Background: an optimization exercise with open tools, aiming at small area, a short achievable clock period and few clock cycles per item. Do not read the settings as production practice.
In this exercise RTL edits were held to simulation tests only and were not proved equivalent to the original.
No activity file was given, so power comes from the tool's default toggle rates.

<file path="flow/run.sh">
#!/bin/bash
# synth_recipe.tcl (not shown) runs the flow's synth.tcl, then flattens the netlist and writes it again
# the make line also repeats each setting of config.mk as NAME=value (left out here)
make -C /OpenROAD-flow-scripts/flow DESIGN_CONFIG=/design/flow/config.mk WORK_HOME=/design/flow/orfs CLKGATE_MAP_FILE= SYNTH_SCRIPT=/design/flow/synth_recipe.tcl finish
</file>
<file path="flow/config.mk">
export PLATFORM = sky130hd
export DESIGN_NAME = pite_engine
export DESIGN_NICKNAME = pite_engine
export VERILOG_FILES = /design/flow/design.v
export SDC_FILE = /design/flow/constraint.sdc
export NUM_CORES = 4
export LEC_CHECK = 0
export CAP_MARGIN = 20
export CORE_MARGIN = 2
export CORE_UTILIZATION = 40
export SLEW_MARGIN = 20
</file>
<file path="flow/constraint.sdc">
create_clock -name core_clock -period 14.0 [get_ports {clk}]
set_input_delay 2.8000 -clock core_clock [delete_from_list [all_inputs] [get_ports {clk}]]
set_output_delay 2.8000 -clock core_clock [all_outputs]
set_load 0.01 [all_outputs]
</file>
<file path="flow/design.v">
module pite_xform (
    input  wire        clk,
    input  wire        rst_n,         
    input  wire [2:0]  cfg_op,        
    input  wire        cfg_perch,     
    input  wire        cfg_chen,      
    input  wire [1:0]  cfg_chsel,
    input  wire [31:0] cfg_opnd0,
    input  wire [31:0] cfg_opnd1,
    input  wire [31:0] cfg_opnd2,
    input  wire [7:0]  cfg_outmin,    
    input  wire [7:0]  cfg_outmax,
    input  wire [7:0]  cfg_rmin,      
    input  wire [7:0]  cfg_rmax,
    input  wire        in_valid,
    output wire        in_ready,
    input  wire [7:0]  in_data,
    input  wire [2:0]  in_tag,        
    output wire        out_valid,
    input  wire        out_ready,
    output wire [7:0]  out_data
);
    localparam OP_SADD   = 3'd1;
    localparam OP_SSUB   = 3'd2;
    localparam OP_SMUL   = 3'd3;
    localparam OP_SDIV   = 3'd4;
    localparam OP_CSTR   = 3'd6;
    localparam OP_BPLANE = 3'd7;
    localparam S_IDLE = 2'd0;
    localparam S_CALC = 2'd1;
    localparam S_DIV  = 2'd2;
    localparam S_OUT  = 2'd3;
    localparam DW = 34;               
    localparam VW = 33;               
    reg  [1:0]  state;
    reg  [7:0]  v;                    
    reg  [2:0]  tag;                  
    reg  [7:0]  result;
    reg  [DW-1:0] div_q;              
    reg  [VW:0]   div_r;              
    reg  [VW-1:0] div_d;              
    reg  [5:0]    div_cnt;
    wire [1:0]  k       = tag[1:0];
    wire        sel     = !cfg_chen || (k == cfg_chsel);
    wire [31:0] opnd    = !cfg_perch ? cfg_opnd0 :
                          (k == 2'd1) ? cfg_opnd1 :
                          (k == 2'd2) ? cfg_opnd2 : cfg_opnd0;
    wire [32:0] add_sum = {25'd0, v} + {1'b0, opnd};
    wire [7:0]  add_res = (add_sum > 33'd255) ? 8'd255 : add_sum[7:0];
    wire [7:0]  sub_res = ({24'd0, v} > opnd) ? (v - opnd[7:0]) : 8'd0;
    wire [39:0] mul_p   = v * opnd;
    wire [40:0] mul_r   = {mul_p, 1'b0} + 41'd65536;
    wire [23:0] mul_q   = mul_r[40:17];
    wire [7:0]  mul_res = (mul_q > 24'd255) ? 8'd255 : mul_q[7:0];
    wire [7:0]  bp_res  = v[tag] ? 8'd255 : 8'd0;
    wire signed [9:0]  cs_dout = $signed({2'b00, cfg_outmax}) - $signed({2'b00, cfg_outmin});
    wire signed [9:0]  cs_dr   = $signed({2'b00, v}) - $signed({2'b00, cfg_rmin});
    wire signed [9:0]  cs_den0 = $signed({2'b00, cfg_rmax}) - $signed({2'b00, cfg_rmin});
    wire signed [19:0] cs_num0 = cs_dout * cs_dr;
    wire               cs_neg  = cs_den0[9];
    wire signed [9:0]  cs_den  = cs_neg ? -cs_den0 : cs_den0;
    wire signed [19:0] cs_num  = cs_neg ? -cs_num0 : cs_num0;
    wire signed [20:0] cs_t    = cs_num + $signed({13'd0, cfg_outmin}) * cs_den;
    wire               cs_tneg = cs_t[20];
    wire [21:0]        cs_dvd  = {cs_t, 1'b0} + {12'd0, cs_den};
    wire               cs_degen = (cfg_rmin == cfg_rmax);
    wire [DW-1:0] sd_dvd = {v, 17'd0} + {2'b00, opnd};
    wire [VW-1:0] sd_dvs = {opnd, 1'b0};
    wire [VW:0]   div_sh  = {div_r[VW-1:0], div_q[DW-1]};
    wire [VW+1:0] div_sub = {1'b0, div_sh} - {2'b00, div_d};
    wire          div_ge  = !div_sub[VW+1];
    wire [DW-1:0] div_quo = {div_q[DW-2:0], div_ge};
    always @(posedge clk) begin
        if (!rst_n) begin
            state  <= S_IDLE;
            result <= 8'd0;
        end else begin
            case (state)
            S_IDLE: begin
                if (in_valid) begin
                    v     <= in_data;
                    tag   <= in_tag;
                    state <= S_CALC;
                end
            end
            S_CALC: begin
                state <= S_OUT;
                case (cfg_op)
                OP_SADD:   result <= sel ? add_res : v;
                OP_SSUB:   result <= sel ? sub_res : v;
                OP_SMUL:   result <= sel ? mul_res : v;
                OP_SDIV: begin
                    if (sel) begin
                        div_q   <= sd_dvd;
                        div_d   <= sd_dvs;
                        div_r   <= {(VW+1){1'b0}};
                        div_cnt <= DW[5:0];
                        state   <= S_DIV;
                    end else begin
                        result  <= v;
                    end
                end
                OP_CSTR: begin
                    if (cs_degen) begin
                        result <= cfg_outmin;
                    end else if (cs_tneg) begin
                        result <= 8'd0;
                    end else begin
                        div_q   <= {{(DW-22){1'b0}}, cs_dvd};
                        div_d   <= {{(VW-10){1'b0}}, cs_den[8:0], 1'b0};
                        div_r   <= {(VW+1){1'b0}};
                        div_cnt <= DW[5:0];
                        state   <= S_DIV;
                    end
                end
                OP_BPLANE: result <= bp_res;
                default:   result <= v;
                endcase
            end
            S_DIV: begin
                div_q   <= div_quo;
                div_r   <= div_ge ? div_sub[VW:0] : div_sh;
                div_cnt <= div_cnt - 6'd1;
                if (div_cnt == 6'd1) begin
                    result <= (div_quo > {{(DW-8){1'b0}}, 8'd255}) ? 8'd255 : div_quo[7:0];
                    state  <= S_OUT;
                end
            end
            S_OUT: begin
                if (out_ready)
                    state <= S_IDLE;
            end
            endcase
        end
    end
    assign in_ready  = (state == S_IDLE);
    assign out_valid = (state == S_OUT);
    assign out_data  = result;
endmodule
module pite_engine (
    input  wire        clk,
    input  wire        rst_n,         
    input  wire        bus_req,
    input  wire        bus_we,
    input  wire [24:0] bus_addr,      
    input  wire [1:0]  bus_size,      
    input  wire [31:0] bus_wdata,
    output wire        bus_ack,
    output wire [31:0] bus_rdata,
    output wire        bus_err,
    output wire        irq
);
    localparam SRAM_BYTES = 128;
    localparam AW = 7;
    localparam [3:0] ERR_NONE    = 4'd0;
    localparam [3:0] ERR_DOMAIN  = 4'd1;
    localparam [3:0] ERR_SHAPE   = 4'd2;
    localparam [3:0] ERR_INVALID = 4'd3;
    localparam [3:0] ERR_ILLEGAL = 4'd4;
    localparam [3:0] OP_SADD = 4'd1, OP_SSUB = 4'd2, OP_SMUL = 4'd3, OP_SDIV = 4'd4,
                     OP_GAMMA = 4'd5, OP_CSTR = 4'd6, OP_BPLANE = 4'd7;
    localparam [2:0] E_IDLE = 3'd0, E_VALID = 3'd1, E_SCAN = 3'd2, E_RUN = 3'd3, E_DONE = 3'd4;
    reg        ctrl_ie;
    reg        st_busy, st_done, st_degen, st_werr;
    reg [3:0]  st_err;
    reg [31:0] r_cmd, r_src, r_dst, r_dims;
    reg [3:0]  r_fmt;
    reg [31:0] r_opnd0, r_opnd1, r_opnd2, r_gamma, r_gainc;
    reg [15:0] r_cstout, r_cstsrc;
    reg [16:0] r_cstobs;
    reg [7:0]  mem [0:SRAM_BYTES-1];
    wire        in_regs  = (bus_addr[24:8] == 17'd0);
    wire        in_ram   = bus_addr[24] && (bus_addr[23:AW] == 0);
    wire        misalign = (bus_size == 2'd1 && bus_addr[0]) ||
                           (bus_size == 2'd2 && bus_addr[1:0] != 2'b00);
    wire        berr     = misalign || (in_regs && bus_size != 2'd2);
    wire        wr       = bus_req && bus_we && !berr;
    wire        wr_reg   = wr && in_regs;
    wire [5:0]  reg_idx  = bus_addr[7:2];
    wire        srst     = wr_reg && reg_idx == 6'h02 && bus_wdata[1];
    wire        rst      = !rst_n || srst;
    reg [31:0] reg_rd;
    always @(*) begin
        case (reg_idx)
        6'h00: reg_rd = 32'h5049_0100;
        6'h01: reg_rd = SRAM_BYTES;
        6'h02: reg_rd = {31'd0, ctrl_ie};
        6'h03: reg_rd = {20'd0, st_err, 4'd0, st_werr, st_degen, st_done, st_busy};
        6'h04: reg_rd = r_cmd;
        6'h05: reg_rd = r_src;
        6'h06: reg_rd = r_dst;
        6'h07: reg_rd = r_dims;
        6'h08: reg_rd = {28'd0, r_fmt};
        6'h09: reg_rd = r_opnd0;
        6'h0A: reg_rd = r_opnd1;
        6'h0B: reg_rd = r_opnd2;
        6'h0C: reg_rd = r_gamma;
        6'h0D: reg_rd = r_gainc;
        6'h0E: reg_rd = {16'd0, r_cstout};
        6'h0F: reg_rd = {16'd0, r_cstsrc};
        6'h10: reg_rd = {15'd0, r_cstobs};
        default: reg_rd = 32'd0;
        endcase
    end
    wire [AW-1:0] ram_wa = {bus_addr[AW-1:2], 2'b00};
    wire [31:0]   ram_word = {mem[ram_wa + 3], mem[ram_wa + 2], mem[ram_wa + 1], mem[ram_wa]};
    reg  [31:0]   ram_rd;
    always @(*) begin
        case (bus_size)
        2'd0:    ram_rd = {24'd0, ram_word[8*bus_addr[1:0] +: 8]};
        2'd1:    ram_rd = {16'd0, ram_word[16*bus_addr[1] +: 16]};
        default: ram_rd = ram_word;
        endcase
    end
    assign bus_ack   = bus_req;
    assign bus_err   = bus_req && berr;
    assign bus_rdata = (!bus_req || berr || bus_we) ? 32'd0 :
                       in_regs ? reg_rd : in_ram ? ram_rd : 32'd0;
    assign irq       = st_done && ctrl_ie;
    wire [3:0]  c_op      = r_cmd[3:0];
    wire        c_perch   = r_cmd[4];
    wire        c_chen    = r_cmd[5];
    wire [1:0]  c_chsel   = r_cmd[7:6];
    wire        c_inplace = r_cmd[8];
    wire        c_expl    = r_cmd[9];
    wire        c_sat     = (c_op >= OP_SADD) && (c_op <= OP_SDIV);
    wire legal = (r_cmd[31:10] == 22'd0) &&
                 (c_op >= OP_SADD) && (c_op <= OP_BPLANE) && (c_op != OP_GAMMA) &&
                 (!c_sat || (!c_expl && (c_chen || c_chsel == 2'd0) && (!c_inplace || c_chen))) &&
                 (c_op != OP_CSTR || r_cmd[8:4] == 5'd0) &&
                 (c_op != OP_BPLANE || r_cmd[9:4] == 6'd0);
    wire [15:0] d_w = r_dims[15:0];
    wire [15:0] d_h = r_dims[31:16];
    wire [31:0] n_pix  = d_h * d_w;
    wire [35:0] n_in   = (r_fmt == 4'd3) ? ({4'd0, n_pix} * 36'd3) : {4'd0, n_pix};
    wire [35:0] n_out  = (c_op == OP_BPLANE) ? {1'b0, n_pix, 3'd0} : n_in;
    wire [36:0] s_end  = {5'd0, r_src} + {1'b0, n_in};
    wire [36:0] d_end  = {5'd0, r_dst} + {1'b0, n_out};
    wire        no_dst = c_sat && c_inplace;
    reg [3:0] v_err;
    always @(*) begin
        v_err = ERR_NONE;
        if (!legal)
            v_err = ERR_ILLEGAL;
        else if (d_w == 16'd0 || d_h == 16'd0 || (r_fmt != 4'd1 && r_fmt != 4'd3))
            v_err = ERR_INVALID;
        else if (c_sat && c_chen && {2'd0, c_chsel} >= r_fmt)
            v_err = ERR_SHAPE;
        else if (c_op == OP_BPLANE && r_fmt != 4'd1)
            v_err = ERR_SHAPE;
        else if (s_end > SRAM_BYTES)
            v_err = ERR_INVALID;
        else if (!no_dst && d_end > SRAM_BYTES)
            v_err = ERR_INVALID;
        else if (!no_dst && ({5'd0, r_src} < d_end) && ({5'd0, r_dst} < s_end))
            v_err = ERR_INVALID;
        else if (c_op == OP_SDIV &&
                 ((!c_perch && r_opnd0 == 0) ||
                  (c_perch && c_chen &&
                   ((c_chsel == 2'd0 && r_opnd0 == 0) || (c_chsel == 2'd1 && r_opnd1 == 0) ||
                    (c_chsel == 2'd2 && r_opnd2 == 0))) ||
                  (c_perch && !c_chen &&
                   (r_opnd0 == 0 || (r_fmt == 4'd3 && (r_opnd1 == 0 || r_opnd2 == 0))))))
            v_err = ERR_DOMAIN;
    end
    reg [2:0]    e_state;
    reg [3:0]    e_err;        
    reg          e_obs;        
    reg [AW:0]   rd_i;         
    reg [AW:0]   rd_n;         
    reg [AW-1:0] rd_ptr;
    reg [AW-1:0] wr_ptr;       
    reg [AW-1:0] wa_q;         
    reg          pend;         
    reg [1:0]    ch;           
    reg [2:0]    plane;        
    reg [7:0]    sc_min, sc_max;
    wire [1:0]   nch  = (r_fmt == 4'd3) ? 2'd2 : 2'd0;    
    wire         skip = no_dst && (ch != c_chsel);
    wire         x_in_ready, x_out_valid;
    wire [7:0]   x_out_data;
    wire         x_in_valid = (e_state == E_RUN) && (rd_i != rd_n) && !skip;
    wire [7:0]   rd_byte = mem[rd_ptr];
    pite_xform u_xform (
        .clk(clk), .rst_n(!rst),
        .cfg_op(c_op[2:0]), .cfg_perch(c_perch), .cfg_chen(c_chen), .cfg_chsel(c_chsel),
        .cfg_opnd0(r_opnd0), .cfg_opnd1(r_opnd1), .cfg_opnd2(r_opnd2),
        .cfg_outmin(r_cstout[7:0]), .cfg_outmax(r_cstout[15:8]),
        .cfg_rmin(sc_min), .cfg_rmax(sc_max),
        .in_valid(x_in_valid), .in_ready(x_in_ready),
        .in_data(rd_byte), .in_tag((c_op == OP_BPLANE) ? plane : {1'b0, ch}),
        .out_valid(x_out_valid), .out_ready(1'b1), .out_data(x_out_data)
    );
    wire x_fire = x_in_valid && x_in_ready;
    wire host_ram_wr = wr && in_ram && !st_busy;
    integer j;
    always @(posedge clk) begin
        if (host_ram_wr) begin
            case (bus_size)
            2'd0: mem[bus_addr[AW-1:0]] <= bus_wdata[7:0];
            2'd1: begin
                mem[{bus_addr[AW-1:1], 1'b0}] <= bus_wdata[7:0];
                mem[{bus_addr[AW-1:1], 1'b1}] <= bus_wdata[15:8];
            end
            default: begin
                for (j = 0; j < 4; j = j + 1)
                    mem[ram_wa + j[AW-1:0]] <= bus_wdata[8*j +: 8];
            end
            endcase
        end else if (e_state == E_RUN && x_out_valid) begin
            mem[wa_q] <= x_out_data;
        end
    end
    always @(posedge clk) begin
        if (rst) begin
            ctrl_ie  <= 1'b0;
            st_busy  <= 1'b0;
            st_done  <= 1'b0;
            st_degen <= 1'b0;
            st_werr  <= 1'b0;
            st_err   <= 4'd0;
            r_cmd    <= 32'd0;
            r_src    <= 32'd0;
            r_dst    <= 32'd0;
            r_dims   <= 32'd0;
            r_fmt    <= 4'd0;
            r_opnd0  <= 32'd0;
            r_opnd1  <= 32'd0;
            r_opnd2  <= 32'd0;
            r_gamma  <= 32'd0;
            r_gainc  <= 32'h0001_0000;
            r_cstout <= 16'd0;
            r_cstsrc <= 16'd0;
            r_cstobs <= 17'd0;
            e_state  <= E_IDLE;
            sc_min   <= 8'd0;
            sc_max   <= 8'd0;
        end else begin
            if (wr && in_ram && st_busy)
                st_werr <= 1'b1;
            if (wr_reg) begin
                case (reg_idx)
                6'h02: ctrl_ie <= bus_wdata[0];
                6'h03: begin
                    if (bus_wdata[1]) st_done <= 1'b0;
                    if (bus_wdata[3]) st_werr <= 1'b0;
                end
                default: ;
                endcase
                if (reg_idx >= 6'h04 && reg_idx <= 6'h0F) begin
                    if (st_busy) begin
                        st_werr <= 1'b1;
                    end else begin
                        case (reg_idx)
                        6'h04: begin
                            r_cmd    <= bus_wdata;
                            st_done  <= 1'b0;
                            st_degen <= 1'b0;
                            st_err   <= 4'd0;
                            st_busy  <= 1'b1;
                            e_state  <= E_VALID;
                        end
                        6'h05: r_src    <= bus_wdata;
                        6'h06: r_dst    <= bus_wdata;
                        6'h07: r_dims   <= bus_wdata;
                        6'h08: r_fmt    <= bus_wdata[3:0];
                        6'h09: r_opnd0  <= bus_wdata;
                        6'h0A: r_opnd1  <= bus_wdata;
                        6'h0B: r_opnd2  <= bus_wdata;
                        6'h0C: r_gamma  <= bus_wdata;
                        6'h0D: r_gainc  <= bus_wdata;
                        6'h0E: r_cstout <= bus_wdata[15:0];
                        6'h0F: r_cstsrc <= bus_wdata[15:0];
                        default: ;
                        endcase
                    end
                end
            end
            case (e_state)
            E_VALID: begin
                e_err <= v_err;
                e_obs <= 1'b0;
                if (v_err != ERR_NONE) begin
                    e_state <= E_DONE;
                end else begin
                    rd_ptr  <= r_src[AW-1:0];
                    wr_ptr  <= no_dst ? r_src[AW-1:0] : r_dst[AW-1:0];
                    rd_i    <= {(AW+1){1'b0}};
                    rd_n    <= n_in[AW:0];
                    ch      <= 2'd0;
                    plane   <= 3'd0;
                    pend    <= 1'b0;
                    if (c_op == OP_CSTR && !c_expl) begin
                        sc_min  <= 8'hFF;
                        sc_max  <= 8'h00;
                        e_state <= E_SCAN;
                    end else begin
                        sc_min  <= r_cstsrc[7:0];
                        sc_max  <= r_cstsrc[15:8];
                        e_state <= E_RUN;
                    end
                end
            end
            E_SCAN: begin
                if (rd_byte < sc_min) sc_min <= rd_byte;
                if (rd_byte > sc_max) sc_max <= rd_byte;
                if (rd_i + 1'b1 == rd_n) begin
                    rd_i    <= {(AW+1){1'b0}};
                    rd_ptr  <= r_src[AW-1:0];
                    e_state <= E_RUN;
                end else begin
                    rd_i    <= rd_i + 1'b1;
                    rd_ptr  <= rd_ptr + 1'b1;
                end
            end
            E_RUN: begin
                if (x_fire || (skip && rd_i != rd_n)) begin
                    rd_ptr <= rd_ptr + 1'b1;
                    ch     <= (ch == nch) ? 2'd0 : ch + 2'd1;
                    if (c_op == OP_BPLANE && rd_i + 1'b1 == rd_n && plane != 3'd7) begin
                        rd_i   <= {(AW+1){1'b0}};
                        rd_ptr <= r_src[AW-1:0];
                        plane  <= plane + 3'd1;
                    end else begin
                        rd_i   <= rd_i + 1'b1;
                    end
                end
                if (x_out_valid)
                    pend <= 1'b0;
                if (x_fire) begin
                    wa_q <= no_dst ? rd_ptr : wr_ptr;
                    wr_ptr <= wr_ptr + 1'b1;
                    pend <= 1'b1;
                end
                if (rd_i == rd_n && !pend) begin
                    e_obs   <= (c_op == OP_CSTR);
                    e_state <= E_DONE;
                end
            end
            E_DONE: begin
                st_err  <= e_err;
                if (e_obs) begin
                    st_degen <= (sc_min == sc_max);
                    if (!c_expl) r_cstobs <= {1'b1, sc_max, sc_min};
                end
                st_busy <= 1'b0;
                st_done <= 1'b1;
                e_state <= E_IDLE;
            end
            default: ;
            endcase
        end
    end
endmodule
</file>
==> metrics.yaml <==
cts:
  cts_tree: "done"
  cts_max_level: 4
  clk_latency_ns: 0.94
  cts_hold_buffers: 0
  clockRootBuffer: "clkbuf_16"
  cts.path.max_buffers: 4
  clk_pin_slew_ns: 0.06
  numCtsBuffers: 177
  cts.sinks: 1572
setup_path:
  cp.arrival_ns: 14.02
  reg2reg_to: "sc_max[4]$_SDFFE_PP0P_"
  worst-path-max-fanout: 15
  end_kind: "flop"
  cp_slowest_cell: "or4_4"
  cp_num_cells: 52
  worstSetupPathType: "reg -> reg"
  crit_buf_inv: 8
  crit_path_frequent_cell: "fa_1"
  worstSetupStartpointType: "flop"
  cpPeakStageDelay_ns: 0.64
  cp-endpoint: "sc_max[4]$_SDFFE_PP0P_"
  reg2reg_slack_ns: 0.71
  r2r_cells: 52
  worstReg2RegStart: "r_dims[21]$_SDFFE_PP0P_"
  crit_start: "r_dims[21]$_SDFFE_PP0P_"
  critical_path_required_ns: 14.73
  critPathTopFamily: "adder cells"
synth:
  yosysSeqAreaShare_pct: 35.4
  syn-cell-area_um2: 123000
  async_flop_share_pct: 0
  synth_edf_count: 1187
  synthFlopType: "edfxtp_1"
  synth.avg_cell_area_um2: 9.57
  ys_seq_elements: 1572
  yosysWarnings: 2
  syn_inst: 12800
  ys_types: 115
routing:
  vias: 103000
  drc: 0
  met1_length_mm: 183
  wl_met3_mm: 59.4
  routed_wl_mm: 504
  drt-pass1-iter-count: 10
  highest_layer: "met5"
  routedWlPerCell_um: 30.1
  dr_wl_met2_mm: 217
  drt_iter0_markers: 15100
  ant_nets: 0
  via_per_inst: 6.15
run_status:
  status: "finished clean"
global_route:
  gr-total-overflow: 0
  grt_pass1_wl_mm: 715
  grt_pass1_vias: 97500
  track_usage_pct: 31.8
  antenna_found_initial: 32
  grt_max_degree: 129
die:
  coreArea_um2: 306000
  die_area_um2: 311000
  chipHeight_um: 558
  die_x_um: 558
  pin_count: 98
  std_cell_rows: 203
  start_util_pct: 40.1
sta:
  fin_ws_ns: 0.715
  fin_skew_ns: 0.134
  worst_slew_pin_slew_ns: 1.22
  finalCritPeriodShare_pct: 94.9
  fmax_mhz: 75.3
  slew_headroom_pct: 16.1
  finalHoldViolations: 0
  final-setup-viol-count: 0
  finalMaxSlewViolations: 0
  min_period_ns: 13.29
pwr:
  p_clk_share_pct: 42.0
  switching_share_pct: 27.3
  p_leak_nw: 52.5
  internal_power_mw: 8.10
  powerDensity_nw_per_um2: 82.9
  combPwrFrac_pct: 12.8
  switchingPower_mw: 3.04
  ir_drop_mv: 0.118
  power.total_mw: 11.1
  p_seq_share_pct: 45.2
placement:
  dp_cells: 16400
  placed_area_um2: 128000
  port-buffer-count: 97
  dp_hpwl_mm: 357
  dpl_worst_slack_ns: 0.160
  routabilityCongestion: 1.04
finish:
  design_area_um2: 134000
  stdcell_count: 16800
  synthToLayoutAreaGrowth_pct: 9.59
  final_cell_mix: "nand2_1, a21oi_1, nor2_1"
  nets: 13700
  drive_gt1_share_pct: 12.7
  layout_commonest_cell: "nand2_1"
worst_hold_path:
  min_path_type: "reg -> reg"
  whs_path_depth: 2
job:
  cap_violations: 0
## timing repair
item	in CTS	in global routing
endpoints found under the hold margin	0	0
setup buffers	0	1
setup endpoints to repair	0	64
resized for setup	0	58
## power by group through the flow
| stage | combinational (mW) | sequential (mW) | clock, mW |
|---|---|---|---|
| after floorplan | 0.877 | 5.13 | 0 |
| after global placement | 1.37 | 5.14 | 0 |
| after detailed placement | 1.38 | 5.14 | 0 |
| after CTS | 1.38 | 5.04 | 4.68 |
| after global routing | 1.50 | 5.04 | 4.85 |
| final | 1.42 | 5.04 | 4.68 |
## Yosys cell counts (all sizes together), types with 49 or more instances
cell       n  area share, %
buf      157           0.51
fa       527            8.6
nand2   1770            5.4
edfxtp  1187             29
xnor2    207            1.5
a22oi    103           0.63
o21bai    54           0.33
xor2     117           0.85
a211oi    55           0.36
nor2    1229            3.8
nor2b     88           0.45
o21a      49           0.30
inv     1054            3.2
o211ai   103           0.63
nor3      84           0.36
and2     298            1.5
dfxtp    385            6.3
a21o     120           0.73
nand3    149           0.61
mux2i     91           0.74
clkbuf   860            2.6
o21ai    546            2.2
nand4     63           0.33
nor4      74           0.39
a31oi     56           0.29
mux4     637             12
a21oi   1505            6.2
ha       542            5.5
nand2b    74           0.38
## metal layers
layer | vias up | GRT usage [%]
li1 | 44700 | -
met1 | 50200 | 39.8
met2 | 6690 | 47.6
met3 | 1590 | 8.41
met4 | 16 | 22.8
met5 | - | 0
## registers in the layout, summed over array words and instances, names as in the netlist, 16 cells and up, named ones only
signal	count
u_xform.div_q	34
r_opnd1	32
r_dims	32
r_gamma	32
r_cstout	16
u_xform.div_r	33
r_dst	32
r_cstsrc	16
r_opnd2	32
r_opnd0	32
mem	1024
r_cstobs	17
r_src	32
u_xform.div_d	32
r_gainc	32
r_cmd	32
## per-stage QoR
| stage | hold WS [ns] | util, % | TNS (ns) |
|---|---|---|---|
| after global placement | 0.440 | 42.0 | 0 |
| after CTS | 0.455 | 43.9 | 0 |
| after floorplan | 0.419 | - | 0 |
| after detailed placement | 0.447 | 42.1 | 0 |
| after global routing | 0.470 | 44.0 | -0.0342 |
| final | 0.455 | 44.0 | 0 |
## worst min-delay path by stage
stage | endpoint | startpoint | slack (ns)
2_1_floorplan | u_xform.result[0]$_SDFFE_PP0P_ | u_xform.result[0]$_SDFFE_PP0P_ | 0.42
3_3_place_gp | r_gamma[2]$_SDFFE_PP0P_ | r_gamma[2]$_SDFFE_PP0P_ | 0.44
3_5_place_dp | r_gainc[2]$_SDFFE_PP0P_ | r_gainc[2]$_SDFFE_PP0P_ | 0.45
4_1_cts | r_gainc[2]$_SDFFE_PP0P_ | r_gainc[2]$_SDFFE_PP0P_ | 0.45
5_1_grt | r_gamma[15]$_SDFFE_PP0P_ | r_gamma[15]$_SDFFE_PP0P_ | 0.47
6_report | r_gainc[11]$_SDFFE_PP0P_ | r_gainc[11]$_SDFFE_PP0P_ | 0.46
## cell type report
| class | instances | area, um2 |
|---|---|---|
| diodes | 16 | 40.0 |
| clock buffers | 234 | 4830 |
| flip-flops and latches | 1572 | 43400 |
| fillers | 28900 | 171000 |
| well taps | 4100 | 5130 |
| inverters | 1055 | 3960 |
| clock inverters | 78 | 694 |
| multi-input cells | 9192 | 72100 |
| repair buffers | 521 | 4240 |
## worst reg2reg max path: cells and delay by family (launching register included)
kind            cells  cell delay (ns)
mux                 2             0.60
simple gates       17             4.43
buf+inv             8             0.92
xor+xnor            2             0.36
fa+ha+maj          10             4.53
compound gates     13             1.98
flops               1             0.40
## kinds of logic after synthesis
| group | share of synthesized area (%) |
|---|---|
| AO/OA/AOI/OAI | 14.5 |
| XOR/XNOR | 2.33 |
| adder cells (fa/ha/maj) | 14.1 |
| buffers and inverters | 6.38 |
| flip-flops | 35.4 |
| multiplexers | 12.8 |
| other | 0.00612 |
| AND/OR/NAND/NOR | 14.4 |
Testbench counts, summed over its fixed seeds: cycles 102,990, commands 240.

[separate check: timing with driven ports]
In the flow no input, the clock included, has a driving cell. The finished layout below was timed again as built, in two steps.
Step 1: set_driving_cell puts a clkbuf_16 on clk and a buf_2 on each other input, an assumption about the parent block.
Step 2 times the ports against the registers' clock, not the clock port: input delays grow and output delays shrink by t, the midpoint of the rising clock arrivals with the driver on.
Three values: no drivers, after step 1, after step 2; two values: the first two.
shift t [ns]: 0.975
setup WS [ns]: 0.715 / 0.715 / 0.715
hold WS [ns]: 0.455 / 0.455 / 0.455
worst setup path at the end: register to register
After both steps this run still meets setup and hold. For this run, drivers alone change the setup slack by 0.000 ns; drivers and shift together by 0.000 ns.
